This is an optimization exercise on Yosys and OpenROAD, whose aim is small area, a short achievable clock period and few clock cycles per item, not a production implementation. In this exercise RTL edits were held to simulation tests only and were not proved equivalent to the original. Power and IR drop assume default switching activity.

## v28
## teavault_cipher
module teavault_cipher (
    input  wire         clk,
    input  wire         rst,           
    input  wire         in_valid,
    output wire         in_ready,
    input  wire         in_decrypt,    
    input  wire [127:0] in_key,
    input  wire [63:0]  in_block,
    output wire         out_valid,
    input  wire         out_ready,
    output wire [63:0]  out_block
);
    localparam [31:0] DELTA   = 32'h9E3779B9;
    localparam [31:0] INITSUM = 32'h8DDE6E40;    
    function [31:0] add32(input [31:0] x, input [31:0] y, input ci);
        reg [31:0] g, p, gg, pp, gn, pn;
        integer i, l;
        begin
            g = x & y;
            p = x ^ y;
            gg = g; pp = p;
            gg[0] = g[0] | (p[0] & ci);
            for (l = 0; l < 5; l = l + 1) begin
                gn = gg; pn = pp;
                for (i = 0; i < 32; i = i + 1)
                    if (i[l]) begin
                        gn[i] = gg[i] | (pp[i] & gg[((i >> l) << l) - 1]);
                        pn[i] = pp[i] & pp[((i >> l) << l) - 1];
                    end
                gg = gn; pp = pn;
            end
            add32 = p ^ {gg[30:0], ci};
        end
    endfunction
    function [31:0] add32bk(input [31:0] x, input [31:0] y, input ci);
        reg [31:0] g, p, gg, pp;
        integer i, l;
        begin
            g = x & y;
            p = x ^ y;
            gg = g; pp = p;
            gg[0] = g[0] | (p[0] & ci);
            for (l = 0; l < 5; l = l + 1)
                for (i = 0; i < 32; i = i + 1)
                    if (((i + 1) % (2 << l)) == 0) begin
                        gg[i] = gg[i] | (pp[i] & gg[i - (1 << l)]);
                        pp[i] = pp[i] & pp[i - (1 << l)];
                    end
            for (l = 3; l >= 0; l = l - 1)
                for (i = 0; i < 32; i = i + 1)
                    if (((i + 1) % (2 << l)) == (1 << l) && i >= (2 << l)) begin
                        gg[i] = gg[i] | (pp[i] & gg[i - (1 << l)]);
                        pp[i] = pp[i] & pp[i - (1 << l)];
                    end
            add32bk = p ^ {gg[30:0], ci};
        end
    endfunction
    function [31:0] add32sp4(input [31:0] x, input [31:0] y, input ci);
  ...
==> flow/config.mk <==
export PLATFORM = sky130hd
export DESIGN_NAME = teavault_cipher
export DESIGN_NICKNAME = teavault_cipher
export VERILOG_FILES = /design/flow/design.v
export SDC_FILE = /design/flow/constraint.sdc
export NUM_CORES = 4
export LEC_CHECK = 0
export ABC_AREA = 1
export CAP_MARGIN = 20
export CORE_MARGIN = 2
export CORE_UTILIZATION = 40
export SLEW_MARGIN = 20
export BUFFER_PORTS_ARGS = -buffer_cell sky130_fd_sc_hd__buf_1
export ADDER_MAP_FILE = 
export SETUP_SLACK_MARGIN = 8.4
export TNS_END_PERCENT = 0
export CTS_ARGS = -sink_clustering_enable -repair_clock_nets -dont_use_dummy_load -buf_list sky130_fd_sc_hd__clkbuf_8
==> flow/constraint.sdc <==
create_clock -name core_clock -period 12.0 [get_ports {clk}]
set_input_delay 2.4000 -clock core_clock [delete_from_list [all_inputs] [get_ports {clk}]]
set_output_delay 2.4000 -clock core_clock [all_outputs]
set_load 0.01 [all_outputs]
standard.sh (not shown) runs the stock make flow with config.mk's settings and CLKGATE_MAP_FILE= SYNTH_SCRIPT=/design/flow/synth_recipe.tcl, a recipe that flattens the netlist after the stock synthesis.
==> flow/flow/run.sh <==
#!/bin/bash
# The standard ORFS layout (standard.sh), with these changes to how the
# layout is made (the SDC and clock period stay the standard flow's):
#  - ports are buffered with buf_1 cells instead of delay buffers;
#  - synthesis does not map adders to the library's fa/ha cells (same
#    synthesis script and registers, the adders are left to ABC);
#  - timing repair aims for more setup slack, on the worst path only;
#  - clock tree synthesis (when CTS_ARGS is set below) inserts no dummy
#    loads.
# The ORFS logs of every step are kept under orfs/logs, and standard.sh's own
# output in standard.log.
set -e
cat >> "$FLOW_CONFIG" <<'EOC'
export BUFFER_PORTS_ARGS = -buffer_cell sky130_fd_sc_hd__buf_1
export ADDER_MAP_FILE = 
export SETUP_SLACK_MARGIN = 8.4
export TNS_END_PERCENT = 0
export CTS_ARGS = -sink_clustering_enable -repair_clock_nets -dont_use_dummy_load -buf_list sky130_fd_sc_hd__clkbuf_8
EOC
bash standard.sh > standard.log 2>&1
Testbench counts of v28, summed over its fixed seeds: cycles 167,043, items 1,280.
Input-level comparison between v51 and v28:
- BUFFER_PORTS_ARGS changed from -buffer_cell sky130_fd_sc_hd__buf_1 to -buffer_cell sky130_fd_sc_hd__buf_2
- SETUP_SLACK_MARGIN changed from 8.4 to 8
-- flow/flow/run.sh --
<<< v28, line 12
set -e
cat >> "$FLOW_CONFIG" <<'EOC'
export BUFFER_PORTS_ARGS = -buffer_cell sky130_fd_sc_hd__buf_1
export ADDER_MAP_FILE = 
export SETUP_SLACK_MARGIN = 8.4
export TNS_END_PERCENT = 0
export CTS_ARGS = -sink_clustering_enable -repair_clock_nets -dont_use_dummy_load -buf_list sky130_fd_sc_hd__clkbuf_8
>>> v51, line 12
set -e
cat >> "$FLOW_CONFIG" <<'EOC'
export BUFFER_PORTS_ARGS = -buffer_cell sky130_fd_sc_hd__buf_2
export ADDER_MAP_FILE = 
export SETUP_SLACK_MARGIN = 8
export TNS_END_PERCENT = 0
export CTS_ARGS = -sink_clustering_enable -repair_clock_nets -dont_use_dummy_load -buf_list sky130_fd_sc_hd__clkbuf_8
[summary]
The non-clock buffer count reported for v51 is smaller than that of v28 by 60. Per the comparison of v51 with v28, average detailed-routed wire length per instance -0.17 µm, internal portion of total power -0.18 mW. Measured against each other, v28 and v51 differ in total number of vias, the lower figure coming from v51. v51 vs v28: number of fill cells up slightly. Combinational power for v51: about 11% down relative to v28. Looking at global-route usage across v28 and v51, the one that comes out higher is v28.
Input changes introduced in v30 (baseline for comparison: v51):
- BUFFER_PORTS_ARGS now -buffer_cell sky130_fd_sc_hd__buf_1, was -buffer_cell sky130_fd_sc_hd__buf_2
- CTS_ARGS now -sink_clustering_enable -repair_clock_nets -dont_use_dummy_load -sink_clustering_size 25 -sink_clustering_max_diameter 60, was -sink_clustering_enable -repair_clock_nets -dont_use_dummy_load -buf_list sky130_fd_sc_hd__clkbuf_8
==> flow/flow/run.sh <==
#!/bin/bash
# The standard ORFS layout (standard.sh), with these changes to how the
# layout is made (the SDC and clock period stay the standard flow's):
#  - ports are buffered with buf_1 cells instead of delay buffers;
#  - synthesis does not map adders to the library's fa/ha cells (same
#    synthesis script and registers, the adders are left to ABC);
#  - timing repair aims for more setup slack, on the worst path only.
set -e
cat >> "$FLOW_CONFIG" <<'EOC'
export BUFFER_PORTS_ARGS = -buffer_cell sky130_fd_sc_hd__buf_1
export ADDER_MAP_FILE = 
export SETUP_SLACK_MARGIN = 8
export TNS_END_PERCENT = 0
export CTS_ARGS = -sink_clustering_enable -repair_clock_nets -dont_use_dummy_load -sink_clustering_size 25 -sink_clustering_max_diameter 60
EOC
bash standard.sh > standard.log 2>&1
## What came out
- Diff v51 -> v30: count of inserted antenna diode cells decreased 1; count of clock-buffer cells in the layout barely changed; number of nets in the final layout went up.
- The termination of the worst setup path comes out out_block[3] in one run and out_block[2] in the other, namely in v51 and v30 respectively.
- v51 -> v30: routed wire length per instance increased slightly
- v30 vs. v51: maximum ir drop on the vdd rail increased by about 35% relative to the old numbers, worst setup slack for register-to-register paths now sits higher, worst setup slack before clock tree synthesis neither gained nor lost much, final clock period utilization by the worst path shows no meaningful change, leakage component of the power went down about 6%.
- Each of the runs, namely v30 and v51, reached the end of the flow and came out clean.
- The higher areal power density over the cells came out of v30.

---

## job 101
teavault_cipher again, from the RTL that the note above started with.
Settings: LEC_CHECK=0, ABC_AREA=1, CAP_MARGIN=20, CORE_MARGIN=2, CORE_UTILIZATION=40, SLEW_MARGIN=20, BUFFER_PORTS_ARGS=-buffer_cell sky130_fd_sc_hd__buf_1, ADDER_MAP_FILE=, SETUP_SLACK_MARGIN=8, TNS_END_PERCENT=0, CTS_ARGS=-sink_clustering_enable -repair_clock_nets -dont_use_dummy_load -buf_list sky130_fd_sc_hd__clkbuf_8; clock period 12.0 ns.
==> flow/flow/run.sh <==
#!/bin/bash
# The standard ORFS layout (standard.sh), with these changes to how the
# layout is made (the SDC and clock period stay the standard flow's):
#  - ports are buffered with buf_1 cells instead of delay buffers;
#  - synthesis does not map adders to the library's fa/ha cells (same
#    synthesis script and registers, the adders are left to ABC);
#  - timing repair aims for more setup slack, on the worst path only.
set -e
cat >> "$FLOW_CONFIG" <<'EOC'
export BUFFER_PORTS_ARGS = -buffer_cell sky130_fd_sc_hd__buf_1
export ADDER_MAP_FILE = 
export SETUP_SLACK_MARGIN = 8
export TNS_END_PERCENT = 0
export CTS_ARGS = -sink_clustering_enable -repair_clock_nets -dont_use_dummy_load -buf_list sky130_fd_sc_hd__clkbuf_8
EOC
bash standard.sh > standard.log 2>&1
Job 101 completed every stage of the flow, and the final layout passed the timing, DRC and antenna checks.
Testbench counts of job 101, summed over its fixed seeds: cycles 167,043, items 1,280.
Inputs modified between job 101 and job 102:
- swapping -sink_clustering_enable -repair_clock_nets -dont_use_dummy_load -buf_list sky130_fd_sc_hd__clkbuf_8 for -sink_clustering_enable -repair_clock_nets -dont_use_dummy_load in CTS_ARGS
--- a/flow/flow/run.sh
+++ b/flow/flow/run.sh
@@ -13,3 +13,3 @@
 export TNS_END_PERCENT = 0
-export CTS_ARGS = -sink_clustering_enable -repair_clock_nets -dont_use_dummy_load -buf_list sky130_fd_sc_hd__clkbuf_8
+export CTS_ARGS = -sink_clustering_enable -repair_clock_nets -dont_use_dummy_load
 EOC
Notes after the runs:
Job 101 and job 102 ended up with nearly the same routed wire length.
[compare] base=job 101 new=job 102: via count of the first global-routing pass moved up, total power now sits higher.
Relative to job 101, number of DRC markers in iteration 0 increased by 1.1% in job 102.
Fraction of the cycle the final worst path needs, job 101 and job 102: higher on job 101
Higher design area among job 101 and job 102: job 102
Input-level comparison between job 103 and job 102:
- PLACE_DENSITY newly set to 0.8
==> summary.txt <==
Area growth from synthesis to layout | job 103 above job 102. The least setup slack across all paths after layout in job 103 was lower than what job 102 gave. Sequential fraction of total cell area essentially unchanged between job 103 and job 102. Lower hold slack goes to job 102 over job 103. From job 102 to job 103 the numbers moved as follows: number of standard cells in the final layout excluding fillers ~0 delta, share of the core filled with cells in the final layout roughly the same, wire length neither gained nor lost much.

---

P:
teavault_cipher, a different RTL version from the one above (not shown whole).
Size: about 170 flip-flops, ~260 I/O pins, ~14,000 µm² of cells after synthesis.
## teavault_cipher
module teavault_cipher (
    input  wire         clk,
    input  wire         rst,           
    input  wire         in_valid,
    output wire         in_ready,
    input  wire         in_decrypt,    
    input  wire [127:0] in_key,
    input  wire [63:0]  in_block,
    output wire         out_valid,
    input  wire         out_ready,
    output wire [63:0]  out_block
);
    localparam [31:0] DELTA   = 32'h9E3779B9;
    localparam [31:0] INITSUM = 32'h8DDE6E40;    
    reg        busy;       
    reg        full;       
    reg        last;       
    reg        pre;        
    reg        post;       
    reg [6:0]  cnt;        
    reg        dec;
    reg [31:0] a, b;       
    reg [31:0] sum;        
    reg [63:0] kp;         
    function [31:0] add32(input [31:0] x, input [31:0] y, input ci);
        reg [31:0] g, p, gg, pp, gn, pn;
        integer i, l;
        begin
            g = x & y;
            p = x ^ y;
            gg = g; pp = p;
            gg[0] = g[0] | (p[0] & ci);
            for (l = 0; l < 5; l = l + 1) begin
                gn = gg; pn = pp;
                for (i = 0; i < 32; i = i + 1)
  ...
==> flow/config.mk <==
export PLATFORM = sky130hd
export DESIGN_NAME = teavault_cipher
export DESIGN_NICKNAME = teavault_cipher
export VERILOG_FILES = /design/flow/design.v
export SDC_FILE = /design/flow/constraint.sdc
export NUM_CORES = 4
export LEC_CHECK = 0
export ABC_AREA = 1
export CAP_MARGIN = 20
export CORE_MARGIN = 2
export CORE_UTILIZATION = 40
export SLEW_MARGIN = 20
export BUFFER_PORTS_ARGS = -buffer_cell sky130_fd_sc_hd__buf_1
export SETUP_SLACK_MARGIN = 8
export TNS_END_PERCENT = 0
==> flow/constraint.sdc <==
create_clock -name core_clock -period 12.0 [get_ports {clk}]
set_input_delay 2.4000 -clock core_clock [delete_from_list [all_inputs] [get_ports {clk}]]
set_output_delay 2.4000 -clock core_clock [all_outputs]
set_load 0.01 [all_outputs]
==> flow/flow/run.sh <==
#!/bin/bash
set -e
cat >> "$FLOW_CONFIG" <<'EOC'
export BUFFER_PORTS_ARGS = -buffer_cell sky130_fd_sc_hd__buf_1
export SETUP_SLACK_MARGIN = 8
export TNS_END_PERCENT = 0
EOC
bash standard.sh > standard.log 2>&1
Testbench counts of P, summed over its fixed seeds: cycles 166,398, items 1,280.
Relative to P, the following input files were edited for Q:
# P
export LEC_CHECK = 0
export ABC_AREA = 1
export CAP_MARGIN = 20
export CORE_MARGIN = 2
export CORE_UTILIZATION = 40
export SLEW_MARGIN = 20
export BUFFER_PORTS_ARGS = -buffer_cell sky130_fd_sc_hd__buf_1
export SETUP_SLACK_MARGIN = 8
export TNS_END_PERCENT = 0
create_clock -name core_clock -period 12.0 [get_ports {clk}]
# Q
export LEC_CHECK = 0
export ABC_AREA = 1
export CAP_MARGIN = 20
export CORE_MARGIN = 2
export CORE_UTILIZATION = 40
export SLEW_MARGIN = 20
export BUFFER_PORTS_ARGS = -buffer_cell sky130_fd_sc_hd__buf_1
create_clock -name core_clock -period 12.0 [get_ports {clk}]
==> flow/flow/run.sh <==
#!/bin/bash
set -e
cat >> "$FLOW_CONFIG" <<'EOC'
export BUFFER_PORTS_ARGS = -buffer_cell sky130_fd_sc_hd__buf_1
EOC
bash standard.sh > standard.log 2>&1
[summary]
Per the final summary, Q finished and its layout is clean on timing, DRC and antenna.
Q: relative contribution of the clock network to total power is 1.0 points higher than what P reported.
Summary of Q over P: sequential share of layout area increased by 1.2 points relative to the old numbers, total power per unit cell area has decreased.
Q: post-layout minimum cycle time 0.81 ns above P
In the reports for Q and P, the smaller first-pass GRT wire length belongs to Q.
For the proportion of cell area occupied by multi-input gates, Q came in 0.44 points higher than P did.
The part of the cycle the worst path needs of Q is higher than that of P.
## Diff of input files: R against Q
# Q
export LEC_CHECK = 0
export ABC_AREA = 1
export CAP_MARGIN = 20
export CORE_MARGIN = 2
export CORE_UTILIZATION = 40
export SLEW_MARGIN = 20
export BUFFER_PORTS_ARGS = -buffer_cell sky130_fd_sc_hd__buf_1
create_clock -name core_clock -period 12.0 [get_ports {clk}]
# R
export LEC_CHECK = 0
export ABC_AREA = 1
export CAP_MARGIN = 20
export CORE_MARGIN = 2
export CORE_UTILIZATION = 40
export SLEW_MARGIN = 20
export BUFFER_PORTS_ARGS = -buffer_cell sky130_fd_sc_hd__buf_1
export ADDER_MAP_FILE = 
export SETUP_SLACK_MARGIN = 8
export TNS_END_PERCENT = 0
create_clock -name core_clock -period 12.0 [get_ports {clk}]
==> flow/flow/run.sh <==
#!/bin/bash
# The standard ORFS layout (standard.sh), with these changes to how the
# layout is made (the SDC and clock period stay the standard flow's):
#  - ports are buffered with buf_1 cells instead of delay buffers;
#  - synthesis does not map adders to the library's fa/ha cells (same
#    synthesis script and registers, the adders are left to ABC);
#  - timing repair aims for more setup slack, on the worst path only.
set -e
cat >> "$FLOW_CONFIG" <<'EOC'
export BUFFER_PORTS_ARGS = -buffer_cell sky130_fd_sc_hd__buf_1
export ADDER_MAP_FILE = 
export SETUP_SLACK_MARGIN = 8
export TNS_END_PERCENT = 0
EOC
bash standard.sh > standard.log 2>&1
--- outcome ---
The final layout from R, which completed every stage, passed the timing, DRC and antenna checks at the end of the flow. Compared with Q, in R share of power burned in the clock network higher; required time at the worst-slack endpoint lower; setup slack higher. Number of well-tap cells placed in R is about 12% above Q. R against Q; placed standard-cell area is up by a little under 10%. Maximum operating frequency (R vs. Q) increases by more than a quarter. | first-pass GRT wire length | R vs Q | worse |. Row critical path depth: R higher / Q lower.
Inputs modified between R and S:
# R
export LEC_CHECK = 0
export ABC_AREA = 1
export CAP_MARGIN = 20
export CORE_MARGIN = 2
export CORE_UTILIZATION = 40
export SLEW_MARGIN = 20
export BUFFER_PORTS_ARGS = -buffer_cell sky130_fd_sc_hd__buf_1
export ADDER_MAP_FILE = 
export SETUP_SLACK_MARGIN = 8
export TNS_END_PERCENT = 0
create_clock -name core_clock -period 12.0 [get_ports {clk}]
# S
export LEC_CHECK = 0
export ABC_AREA = 1
export CAP_MARGIN = 20
export CORE_MARGIN = 2
export CORE_UTILIZATION = 40
export SLEW_MARGIN = 20
export SETUP_SLACK_MARGIN = 8
export TNS_END_PERCENT = 0
create_clock -name core_clock -period 12.0 [get_ports {clk}]
==> flow/flow/run.sh <==
#!/bin/bash
set -e
cat >> "$FLOW_CONFIG" <<'EOC'
export SETUP_SLACK_MARGIN = 8
export TNS_END_PERCENT = 0
EOC
bash standard.sh > standard.log 2>&1
### Flow results
Internal cell power on S is behind R. Against R, S comes in 0.58 points lower on overall track demand over capacity in global routing. In the metrics for S and R, the one carrying the lower non-clock buffer total of the final layout is R. S against R; total routed wirelength is down by more than 10%. Taking R as the reference, in S area after detailed placement went up by about 0.6%; post-route minimum period up 0.78 ns; synthesized cell count -806; power shows an increase of 32%. Between S and R, it is S whose number of cells after detailed placement is lower, by 26%. Compared with R, S shows a lower setup slack after layout.
Input-level comparison between T and S:
# S
export LEC_CHECK = 0
export ABC_AREA = 1
export CAP_MARGIN = 20
export CORE_MARGIN = 2
export CORE_UTILIZATION = 40
export SLEW_MARGIN = 20
export SETUP_SLACK_MARGIN = 8
export TNS_END_PERCENT = 0
create_clock -name core_clock -period 12.0 [get_ports {clk}]
# T
export LEC_CHECK = 0
export ABC_AREA = 1
export CAP_MARGIN = 20
export CORE_MARGIN = 2
export CORE_UTILIZATION = 65
export SLEW_MARGIN = 20
export BUFFER_PORTS_ARGS = -buffer_cell sky130_fd_sc_hd__buf_1
export ADDER_MAP_FILE = 
export SETUP_SLACK_MARGIN = 8
export TNS_END_PERCENT = 0
create_clock -name core_clock -period 12.0 [get_ports {clk}]
==> flow/flow/run.sh <==
#!/bin/bash
# The standard ORFS layout (standard.sh), with these changes to how the
# layout is made (the SDC and clock period stay the standard flow's):
#  - ports are buffered with buf_1 cells instead of delay buffers;
#  - synthesis does not map adders to the library's fa/ha cells (same
#    synthesis script and registers, the adders are left to ABC);
#  - timing repair aims for more setup slack, on the worst path only.
set -e
cat >> "$FLOW_CONFIG" <<'EOC'
export BUFFER_PORTS_ARGS = -buffer_cell sky130_fd_sc_hd__buf_1
export ADDER_MAP_FILE = 
export SETUP_SLACK_MARGIN = 8
export TNS_END_PERCENT = 0
EOC
bash standard.sh > standard.log 2>&1
## What came out
Of S and T, the lower multiplexer area fraction after synthesis belongs to T. Power in T is 0.0014 W lower than in S. Number of buffer and inverter stages on the critical path: T higher than S. On routed wire length, S beats T. Run comparison: S cell with the largest stage delay on the worst path edfxtp_1; T cell with the largest stage delay on the worst path mux2_2. Taking S as the reference, in T length of routed met2 wiring increased about 8%, number of buffers inserted by post-CTS setup repair lost 28.

## static timing again, ports no longer ideal
No port has a modelled driver above. Below, the same layouts with a new extraction and two added sets of constraints. Step 1 assumes that a clkbuf_16 drives the clock port and a buf_2 every other input. Step 2 times the ports against the registers' clock, not the clock port: input delays grow and output delays shrink by t, the midpoint of the rising clock arrivals with the driver on. Slacks: ideal ports / drivers / drivers and shift; pairs: ideal ports / drivers.
run | shift t [ns] | setup slack, ns | worst setup path after step 2
v28 | 0.539 | 8.155 / 8.106 / 7.875 | input to register
v51 | 0.536 | 8.233 / 8.180 / 7.817 | input to register
v30 | 0.491 | 8.217 / 8.163 / 7.857 | input to register
job 101 | 0.540 | 8.115 / 8.068 / 7.856 | input to register
job 102 | 0.491 | 8.217 / 8.163 / 7.857 | input to register
job 103 | 0.492 | 8.173 / 8.200 / 7.708 | input to register
P | 0.506 | 7.385 / 7.385 / 7.149 | input to register
Q | 0.500 | 6.573 / 6.602 / 6.102 | input to register
R | 0.520 | 8.124 / 8.124 / 7.645 | input to register
S | 0.499 | 7.345 / 7.345 / 6.977 | input to register
T | 0.497 | 8.074 / 8.097 / 7.600 | input to register
After both steps every run listed still meets setup and hold. For R, which loses most, drivers alone change the setup slack by 0.000 ns; drivers and shift together by -0.479 ns.
